From an optimization exercise on the open Yosys and OpenROAD flow, aimed at small area, a short achievable clock period and few clock cycles; shortcuts taken in it are not production practice. RTL that was checked went through simulation tests only; none was proved equivalent to the original. Power and IR drop assume default switching activity.

Setup of build 34:
## iono_xact
module iono_xact (
    input  wire        clk,
    input  wire        rst,
    input  wire        req_valid,
    output wire        req_ready,
    input  wire [2:0]  req_op,
    input  wire        req_bank,
    input  wire [6:0]  req_cmd,
    input  wire [7:0]  req_reg,
    input  wire [7:0]  req_data,
    output wire        rsp_valid,
    output wire        rsp_ok,
    output reg  [7:0]  rsp_value,
    output wire        ex_valid,
    input  wire        ex_ready,
    output wire [1:0]  ex_cs,
    output wire [23:0] ex_tx,
    input  wire        ex_rvalid,
    input  wire [23:0] ex_rx,
    output wire [1:0]  in_err,
    output wire [1:0]  out_err,
    output wire [1:0]  clr_pending,
    output wire [7:0]  in_inputs0,
    output wire [7:0]  in_inputs1
);
clock: 5.0 ns
lec_check: 0
abc_area: 1
abc_clock_period_in_ps: 2000
cap_margin: 20
core_margin: 2
core_utilization: 40
setup_slack_margin: 2.4
slew_margin: 20
standard.sh (not shown) runs the stock make flow with config.mk's settings and CLKGATE_MAP_FILE= SYNTH_SCRIPT=/design/flow/synth_recipe.tcl, a recipe that flattens the netlist after the stock synthesis.
==> flow/flow/run.sh <==
#!/bin/bash
# The standard layout, with two changes to how it is made:
# - the smallest buffer on every input and output port (the standard flow's
#   buffer_ports otherwise picks a larger delay buffer);
# - synthesis does not map to the 3-input XOR/XNOR cells (slow on the CRC trees).
set -euo pipefail
export BUFFER_PORTS_ARGS="-buffer_cell sky130_fd_sc_hd__buf_1"
cd "$(dirname "$0")/.."
plat=$(make -s --no-print-directory -C "$FLOW_HOME" DESIGN_CONFIG="$PWD/config.mk" WORK_HOME="$PWD/orfs" print-DONT_USE_CELLS | sed -n 's/^DONT_USE_CELLS: //p')
extra="sky130_fd_sc_hd__xor3_1 sky130_fd_sc_hd__xor3_2 sky130_fd_sc_hd__xor3_4 sky130_fd_sc_hd__xnor3_1 sky130_fd_sc_hd__xnor3_2 sky130_fd_sc_hd__xnor3_4"
echo "DONT_USE_CELLS: $plat $extra" > dont_use.log
bash standard.sh DONT_USE_CELLS="$plat $extra" finish > standard.log 2>&1
Build 34 finished every step from synthesis to the final layout, and the layout passed the timing, DRC and antenna checks.
Testbench counts of build 34, summed over its fixed seeds: cycles 10,194.
[inputs] build 11 vs build 34
# build 34
export LEC_CHECK = 0
export ABC_AREA = 1
export ABC_CLOCK_PERIOD_IN_PS = 2000
export CAP_MARGIN = 20
export CORE_MARGIN = 2
export CORE_UTILIZATION = 40
export SETUP_SLACK_MARGIN = 2.4
export SLEW_MARGIN = 20
create_clock -name core_clock -period 5.0 [get_ports {clk}]
# build 11
export LEC_CHECK = 0
export CAP_MARGIN = 20
export CORE_MARGIN = 2
export CORE_UTILIZATION = 65
export SETUP_SLACK_MARGIN = 2.4
export SLEW_MARGIN = 20
create_clock -name core_clock -period 5.0 [get_ports {clk}]
### Flow results
Build 11 vs build 34: largest net degree at the start of global routing down by more than 10%. Wire length on met3, build 11 vs build 34: down by more than 10%. met3 global-route usage, build 11 and build 34, higher one = build 11. Comparing build 11 and build 34, the lower final design utilization is on build 34. Non-clock buffer share of cell area delta for build 11 relative to build 34: 1.0 points higher. Going from build 34 to build 11, multi-input logic cell count shows a reduction of about 50%; number of library cell types mapped by synthesis shows an increase of about 30%. Setup slack (lower): build 11.
Input changes introduced in build 76 (baseline for comparison: build 11):
# build 11
export LEC_CHECK = 0
export CAP_MARGIN = 20
export CORE_MARGIN = 2
export CORE_UTILIZATION = 65
export SETUP_SLACK_MARGIN = 2.4
export SLEW_MARGIN = 20
create_clock -name core_clock -period 5.0 [get_ports {clk}]
# build 76
export LEC_CHECK = 0
export CAP_MARGIN = 20
export CORE_MARGIN = 2
export CORE_UTILIZATION = 40
export CTS_BUF_LIST = sky130_fd_sc_hd__clkbuf_8
export SETUP_SLACK_MARGIN = 2.4
export SLEW_MARGIN = 20
create_clock -name core_clock -period 5.0 [get_ports {clk}]
--- outcome ---
Diff build 11 -> build 76: number of enable-type register cells in the synthesized netlist neither gained nor lost much, final-layout worst hold slack picked up an extra 36 ps, combinational power share picked up an extra 1.0 points, cell count picked up an extra about 9%, sum of net half-perimeters after detailed placement picked up an extra about 4.3%. What build 76 reported for number of cells after detailed placement has to be multiplied by 0.913 to get the figure for build 11. Between build 11 and build 76, the sequential cell count does not differ in any meaningful way. Compared build 11 against build 76; clock-pin slew of the registers on the worst-case setup and hold paths within noise.


iono_xact, a different RTL version from the one above (not shown whole).
Size in the first run: ~570 cells after synthesis, roughly 120 I/O pins.
// iono_xact
module iono_xact (
    input  wire        clk,
    input  wire        rst,
    input  wire        req_valid,
    output wire        req_ready,
    input  wire [2:0]  req_op,
    input  wire        req_bank,
    input  wire [6:0]  req_cmd,
    input  wire [7:0]  req_reg,
    input  wire [7:0]  req_data,
    output reg         rsp_valid,
    output reg         rsp_ok,
    output reg  [7:0]  rsp_value,
    output wire        ex_valid,
    input  wire        ex_ready,
    output wire [1:0]  ex_cs,
    output wire [23:0] ex_tx,
    input  wire        ex_rvalid,
    input  wire [23:0] ex_rx,
    output reg  [1:0]  in_err,
    output reg  [1:0]  out_err,
    output reg  [1:0]  clr_pending,
    output reg  [7:0]  in_inputs0,
    output reg  [7:0]  in_inputs1
);
    localparam [2:0] OP_IN_READ   = 3'd0;
    localparam [2:0] OP_IN_WRITE  = 3'd1;
    localparam [2:0] OP_OUT_READ  = 3'd2;
    localparam [2:0] OP_OUT_WRITE = 3'd3;
    localparam [2:0] OP_OUT_CFG   = 3'd4;
    localparam [2:0] OP_CLEAR     = 3'd5;
    localparam [7:0]  OUT_CMD_READ_REG = 8'h7F;
    localparam [23:0] OUT_RT_FRAME     = 24'h050F03;   
    localparam [1:0]  ATTEMPTS_LAST    = 2'd2;
    reg        busy;       
    reg        vreq;       
    reg        rt;         
    reg        kin;        
    reg        wr;         
    reg        cfg;        
    reg        ldv;        
    reg        bank;
    reg [1:0]  attempt;
    reg        p1ok;       
    reg [15:0] f;          
    reg [6:0]  c;          
    wire rb = cfg && !wr;                             
    wire [7:0] tx_w1 = rb ? OUT_CMD_READ_REG : f[15:8];
    assign ex_tx     = rt ? OUT_RT_FRAME : {tx_w1, f[7:0], 1'b0, c};
    assign ex_cs     = {!kin, bank};
    assign ex_valid  = vreq || (ex_rvalid && rt);
    assign req_ready = !busy;
    wire       acc_req = !busy && req_valid;
    wire       op_in   = (req_op == OP_IN_READ) || (req_op == OP_IN_WRITE);
    reg  [7:0] nw1, nw0;
    always @(*) begin
        if (!acc_req) begin
            nw1 = OUT_CMD_READ_REG;            
            nw0 = rsp_value;
        end else begin
            case (req_op)
                OP_IN_READ:  begin nw1 = {1'b0, req_cmd}; nw0 = 8'h00; end
                OP_IN_WRITE: begin nw1 = {1'b1, req_cmd}; nw0 = req_data; end
  ...
Settings: LEC_CHECK=0, ABC_CLOCK_PERIOD_IN_PS=1000, CAP_MARGIN=20, CORE_MARGIN=2, CORE_UTILIZATION=40, SETUP_SLACK_MARGIN=2.5, SLEW_MARGIN=20; clock period 5.0 ns.
run.sh (not shown) runs the stock make flow with config.mk's settings and CLKGATE_MAP_FILE= SYNTH_SCRIPT=/design/flow/synth_recipe.tcl, a recipe that flattens the netlist after the stock synthesis.
Stock flow here: none of the scripts above is used.
Change:
ABC_CLOCK_PERIOD_IN_PS = 2500   (was 1000)
SETUP_SLACK_MARGIN = 2.3   (was 2.5)
Outcome: The new run produced a clean layout; non-clock buffer count decreases by 5; area after synthesis stays the same; register-to-register slack hardly moves; power decreases by 0.37%; first-iteration DRC count decreases by 16%; hold slack is about the same; sequential power is about the same; wire length decreases by 2.5%; cell count decreases by 0.65%; core utilization decreases by 0.94 points.
Change:
ABC_CLOCK_PERIOD_IN_PS = 1500   (was 2500)
SETUP_SLACK_MARGIN = 1.5   (was 2.3)
=> Power climbs by about 3.3%; wire length went down by 2.4%; non-clock buffer count is lower by 31; global-route usage is lower by 0.76 points; setup slack degrades by 0.15 ns; synthesized cell count stays the same; flip-flop and latch count stays the same; register-to-register slack is worse by 0.10 ns; via count shrinks by 1.9%.
Change:
ABC_CLOCK_PERIOD_IN_PS = unset   (was 1500)
SETUP_SLACK_MARGIN = unset   (was 1.5)
Area after synthesis does not change.
Combinational power shrinks by about 10%.
Final cell count shrinks by 4.0%.
Setup slack degrades by 0.73 ns.
Non-clock buffer count shrinks by 34.
Total power shrinks by about 10%.
Synthesized cell count stays the same.
Sequential power shrinks by about 0.9%.
Via count shrinks by 5.4%.
Clock-buffer cell count grows by 3.
No functional check of the RTL was part of any run of this note.


The RTL this note starts from:
==> flow/design.v <==
module iono_crc5 (
    input  wire [7:0] d2,
    input  wire [7:0] d1,
    input  wire [2:0] d0_top,
    output reg  [4:0] crc
);
    reg [23:0] v;
    reg [5:0]  r;
    integer    i;
    always @(*) begin
        v = {d2, d1, d0_top, 5'h07};
        r = {1'b0, v[23:19]};
        for (i = 18; i >= 0; i = i - 1) begin
            r = {r[4:0], v[i]};
            if (r[5]) r = r ^ 6'h35;
        end
        crc = r[4:0];
    end
endmodule
module iono_crc7 (
    input  wire [7:0] w1,
    input  wire [7:0] w0,
    output reg  [6:0] crc
);
    reg [23:0] v;
    reg [7:0]  t;
    reg [6:0]  acc;
    integer    i;
    always @(*) begin
        v   = {w1, w0, 8'h80};
        acc = 7'h7F;
        for (i = 23; i >= 0; i = i - 1) begin
            t = {acc, 1'b0};
            if (acc[6]) t = t ^ 8'hB7;
            t = t ^ {7'b0, v[i]};
            acc = t[6:0];
        end
        crc = acc;
    end
endmodule
module iono_xact (
    input  wire        clk,
    input  wire        rst,
    input  wire        req_valid,
    output wire        req_ready,
    input  wire [2:0]  req_op,
    input  wire        req_bank,
    input  wire [6:0]  req_cmd,
    input  wire [7:0]  req_reg,
    input  wire [7:0]  req_data,
    output reg         rsp_valid,
    output reg         rsp_ok,
    output reg  [7:0]  rsp_value,
    output wire        ex_valid,
    input  wire        ex_ready,
    output wire [1:0]  ex_cs,
    output wire [23:0] ex_tx,
    input  wire        ex_rvalid,
    input  wire [23:0] ex_rx,
    output wire [1:0]  in_err,
    output wire [1:0]  out_err,
    output wire [1:0]  clr_pending,
    output wire [7:0]  in_inputs0,
    output wire [7:0]  in_inputs1
);
    localparam [2:0] OP_IN_READ   = 3'd0;
    localparam [2:0] OP_IN_WRITE  = 3'd1;
    localparam [2:0] OP_OUT_READ  = 3'd2;
    localparam [2:0] OP_OUT_WRITE = 3'd3;
    localparam [2:0] OP_OUT_CFG   = 3'd4;
    localparam [2:0] OP_CLEAR     = 3'd5;
    localparam [7:0]  OUT_CMD_READ_REG = 8'h7F;
    localparam [23:0] OUT_RT_FRAME     = 24'h050F03;   
    localparam [1:0]  ATTEMPTS_LAST    = 2'd2;
    reg        busy;       
    reg        vreq;       
    reg        rt;         
    reg        kin;        
    reg        wr;         
    reg        cfg;        
    reg        ldv;        
    reg        bank;
    reg [1:0]  attempt;
    reg        p1ok;       
    reg [15:0] f;          
    reg [6:0]  c;          
    reg        retry;      
    reg        go;         
    reg        ok5r;       
    reg        okor;       
    reg [1:0]  pin;        
    reg [1:0]  pout;       
    reg [1:0]  pclr;       
    reg [1:0]  upd;        
    reg [7:0]  r0r;        
    reg [1:0]  in_err_r, out_err_r, clr_r;
    reg [7:0]  in0_r, in1_r;
    wire rb = cfg && !wr;                             
    assign in_err[0]      = pin[0]  ? !ok5r : in_err_r[0];
    assign in_err[1]      = pin[1]  ? !ok5r : in_err_r[1];
    assign out_err[0]     = pout[0] ? !okor : out_err_r[0];
    assign out_err[1]     = pout[1] ? !okor : out_err_r[1];
    assign clr_pending    = clr_r & ~pclr;
    assign in_inputs0     = upd[0] ? r0r : in0_r;
    assign in_inputs1     = upd[1] ? r0r : in1_r;
    wire [7:0] tx_w1 = rb ? OUT_CMD_READ_REG : f[15:8];
    assign ex_tx     = rt ? OUT_RT_FRAME : {tx_w1, f[7:0], 1'b0, c};
    assign ex_cs     = {!kin, bank};
    assign ex_valid  = vreq || retry || (ex_rvalid && rt);
    assign req_ready = !busy;
    wire       acc_req = !busy && req_valid;
    wire       op_in   = (req_op == OP_IN_READ) || (req_op == OP_IN_WRITE);
    wire       op_wr   = (req_op == OP_OUT_WRITE) || (req_op == OP_OUT_CFG);
    wire       kbit    = clr_r[req_bank];      
    reg  [7:0] nw1, nw0;
    always @(*) begin
        case (req_op)
            OP_IN_READ:  begin nw1 = {1'b0, req_cmd}; nw0 = 8'h00; end
            OP_IN_WRITE: begin nw1 = {1'b1, req_cmd}; nw0 = req_data; end
            OP_OUT_READ: begin nw1 = OUT_CMD_READ_REG; nw0 = req_reg; end
            default:     begin nw1 = {kbit, req_cmd}; nw0 = req_data; end
        endcase
    end
    wire [4:0] t5_cmd, t5_dat, t5_0;
    wire [6:0] t7_cmd, t7_dat, t7_reg, t7_0;
    wire [7:0] rsrc = busy ? rsp_value : req_reg;    
    iono_crc5 u_t5c (.d2({1'b0, req_cmd}), .d1(8'h00),    .d0_top(3'b000), .crc(t5_cmd));
    iono_crc5 u_t5d (.d2(8'h80),           .d1(req_data), .d0_top(3'b000), .crc(t5_dat));
    iono_crc5 u_t50 (.d2(8'h00),           .d1(8'h00),    .d0_top(3'b000), .crc(t5_0));
    iono_crc7 u_t7c (.w1({kbit, req_cmd}), .w0(8'h00),    .crc(t7_cmd));
    iono_crc7 u_t7d (.w1(8'h00),           .w0(req_data), .crc(t7_dat));
    iono_crc7 u_t7r (.w1(OUT_CMD_READ_REG), .w0(rsrc),    .crc(t7_reg));
    iono_crc7 u_t70 (.w1(8'h00),           .w0(8'h00),    .crc(t7_0));
    wire [4:0] c5_in = req_op[0] ? (t5_cmd ^ t5_dat ^ t5_0) : t5_cmd;
    wire [6:0] c7_wr = t7_cmd ^ t7_dat ^ t7_0;
    reg  [6:0] n_c;
    always @(*) begin
        if (busy)       n_c = t7_reg;
        else if (op_in) n_c = {2'b00, c5_in};
        else if (op_wr) n_c = c7_wr;
        else            n_c = t7_reg;
    end
    wire [4:0] rx_c5;
    wire [6:0] rx_c7;
    iono_crc5 u_rx5 (.d2(ex_rx[23:16]), .d1(ex_rx[15:8]), .d0_top(ex_rx[7:5]), .crc(rx_c5));
    iono_crc7 u_rx7 (.w1(ex_rx[23:16]), .w0(ex_rx[15:8]), .crc(rx_c7));
    wire ok5 = (rx_c5 == ex_rx[4:0]);
    wire ok7 = (rx_c7 == ex_rx[6:0]);
    wire eq  = (ex_rx[15:8] == f[15:8]);
    wire ex_acc   = ex_valid && ex_ready;
    wire echo     = busy && ex_rvalid;
    wire echo_p1  = echo && wr && rt;                 
    wire echo_fin = echo && !(wr && rt);              
    wire last     = (attempt == ATTEMPTS_LAST);
    wire okw      = ok7 && (p1ok || !wr);             
    wire att_ok   = kin ? ok5 : okw;
    wire [1:0] bk = {bank, !bank};
    always @(posedge clk) begin
        if (rst) begin
            busy      <= 1'b0;
            vreq      <= 1'b0;
            rt        <= 1'b0;
            retry     <= 1'b0;
            go        <= 1'b0;
            pin       <= 2'b00;
            pout      <= 2'b00;
            pclr      <= 2'b00;
            upd       <= 2'b00;
            rsp_valid <= 1'b0;
            in_err_r  <= 2'b00;
            out_err_r <= 2'b00;
            clr_r     <= 2'b00;
            in0_r     <= 8'd0;
            in1_r     <= 8'd0;
        end else begin
            in_err_r  <= in_err;
            out_err_r <= out_err;
            clr_r     <= clr_pending;
            in0_r     <= in_inputs0;
            in1_r     <= in_inputs1;
            ok5r  <= ok5;
            okor  <= okw && (eq || !rb);
            r0r   <= ex_rx[23:16];
            pin   <= (echo_fin && kin)  ? bk : 2'b00;
            pout  <= (echo_fin && !kin) ? bk : 2'b00;
            pclr  <= (echo_fin && wr && okw && f[15]) ? bk : 2'b00;
            upd   <= (echo_fin && kin && ok5) ? bk : 2'b00;
            retry <= echo_fin && !att_ok && !last;
            go    <= echo_fin && okw && wr && cfg;
            rsp_valid <= echo_fin && (att_ok ? !(wr && cfg) : last);
            if (echo_fin)
                rsp_ok <= att_ok && (eq || !rb);
            if (ex_acc) begin
                vreq <= 1'b0;
                if (wr) rt <= !rt;
            end
            if (acc_req) begin
                bank    <= req_bank;
                attempt <= 2'd0;
                kin     <= op_in;
                wr      <= op_wr;
                cfg     <= (req_op == OP_OUT_CFG);
                ldv     <= (req_op == OP_IN_READ) || (req_op == OP_OUT_READ);
                rsp_ok  <= (req_op == OP_CLEAR);
                f       <= {nw1, nw0};
                c       <= n_c;
                case (req_op)
                    OP_OUT_WRITE: rsp_value <= req_data;
                    OP_OUT_CFG:   rsp_value <= req_reg;
                    default:      rsp_value <= 8'd0;
                endcase
                if (req_op == OP_CLEAR)
                    clr_r[req_bank] <= 1'b1;
                if (req_op >= OP_CLEAR) begin
                    rsp_valid <= 1'b1;
                end else begin
                    busy <= 1'b1;
                    vreq <= 1'b1;
                end
            end
            if (echo_p1) begin
                p1ok <= ok7;
                if (!ex_ready) vreq <= 1'b1;
            end
            if (echo_fin) begin
                if (ldv || rb) rsp_value <= ex_rx[15:8];
            end
            if (rsp_valid)
                busy <= 1'b0;
            if (retry) begin
                attempt <= attempt + 2'd1;
                if (!ex_ready) vreq <= 1'b1;
            end
            if (go) begin
                f       <= {f[7:0], rsp_value};
                c       <= n_c;
                wr      <= 1'b0;
                attempt <= 2'd0;
                vreq    <= 1'b1;
            end
        end
    end
endmodule
clock: 5.0 ns
lec_check: 0
cap_margin: 20
core_margin: 2
core_utilization: 40
setup_slack_margin: 2.1
slew_margin: 20
standard.sh (not shown) runs the stock make flow with config.mk's settings and CLKGATE_MAP_FILE= SYNTH_SCRIPT=/design/flow/synth_recipe.tcl, a recipe that flattens the netlist after the stock synthesis.
==> flow/flow/run.sh <==
#!/bin/bash
# The standard layout, with the smallest buffer on every input and output port
# (the standard flow's buffer_ports otherwise picks a larger delay buffer).
set -euo pipefail
export BUFFER_PORTS_ARGS="-buffer_cell sky130_fd_sc_hd__buf_1"
bash standard.sh > standard.log 2>&1
Edit:
--- a/flow/config.mk
+++ b/flow/config.mk
@@ -10,3 +10,3 @@
 export CORE_UTILIZATION = 40
-export SETUP_SLACK_MARGIN = 2.1
+export SETUP_SLACK_MARGIN = 1.8
 export SLEW_MARGIN = 20
After rerunning: The changed run completed without violations; design area drops by 2.4%; die area does not change; power drops by 3.4%; clock-buffer cell count drops by 1; utilization drops by 1.1 points; global-route usage drops by 0.26 points; setup slack got worse by 220 ps; sequential cell count stays the same; wire length drops by 1.5%; via count climbs by 3.2%.
Edit:
--- a/flow/config.mk
+++ b/flow/config.mk
@@ -10,3 +10,3 @@
 export CORE_UTILIZATION = 40
-export SETUP_SLACK_MARGIN = 1.8
+export SETUP_SLACK_MARGIN = 2.7
 export SLEW_MARGIN = 20
Result: The new run completed without violations; final area came out higher by 19%; total power came out higher by about 12%; via count came out higher by about 4.5%; worst setup slack improves by 200 ps.
Edit:
--- a/flow/config.mk
+++ b/flow/config.mk
@@ -10,3 +10,3 @@
 export CORE_UTILIZATION = 40
-export SETUP_SLACK_MARGIN = 2.7
+export SETUP_SLACK_MARGIN = 2.4
 export SLEW_MARGIN = 20
The changed run produced a clean layout.
Via count goes down by 3.7%.
Synthesized area does not change.
Worst setup slack improves by 150 ps.
Utilization goes down by 5.9 points.
Design area goes down by 11%.
Synthesized cell count stays the same.
Clock skew goes down by 4.4 ps.
Function was not checked in any run of this note: the RTL went through the layout flow alone.

==> what the ideal ports hide <==
Ports are ideal in the flow. The routed layouts listed here were re-timed in OpenROAD. Step 1 sets driving cells, clkbuf_16 on the clock port and buf_2 on the other inputs (assumed; they add their load-dependent delay and slew). Step 2 also shifts input and output timing later by t, the mid clock arrival at the registers, as if the neighbouring blocks saw the same clock. Slacks: ideal / step 1 / step 2; pairs: ideal / step 1.
run	t, ns	setup slack, ns	hold WS [ns]	worst register clock-pin slew, ns	pins driven straight from the clock port
build 34	0.376	2.488 / 2.457 / 2.124	0.470 / 0.470 / 0.470	0.07 / 0.07	1
build 11	0.393	2.444 / 2.409 / 2.098	0.513 / 0.513 / 0.513	0.10 / 0.10	1
build 76	0.403	2.426 / 2.393 / 2.141	0.548 / 0.548 / 0.548	0.10 / 0.10	1
the first run of note 2	0.379	1.453 / 1.438 / 1.059	0.498 / 0.498 / 0.498	0.06 / 0.06	1
the second run of note 2	0.381	1.467 / 1.460 / 1.079	0.499 / 0.499 / 0.499	0.06 / 0.06	1
the third run of note 2	0.377	1.317 / 1.317 / 0.940	0.496 / 0.496 / 0.496	0.06 / 0.06	1
the fourth run of note 2	0.364	0.592 / 0.597 / 0.233	0.498 / 0.498 / 0.498	0.06 / 0.06	1
the first run of note 3	0.384	2.095 / 2.112 / 1.728	0.508 / 0.508 / 0.508	0.07 / 0.07	1
the second run of note 3	0.391	1.874 / 1.889 / 1.498	0.461 / 0.461 / 0.461	0.07 / 0.07	1
the third run of note 3	0.388	2.071 / 2.013 / 1.625	0.443 / 0.443 / 0.443	0.08 / 0.08	1
the fourth run of note 3	0.389	2.216 / 2.193 / 1.804	0.466 / 0.466 / 0.466	0.07 / 0.07	1
After both steps setup and hold are still met in every run listed. For the third run of note 3, which loses most, drivers alone change the setup slack by -0.058 ns; drivers and shift together by -0.446 ns.
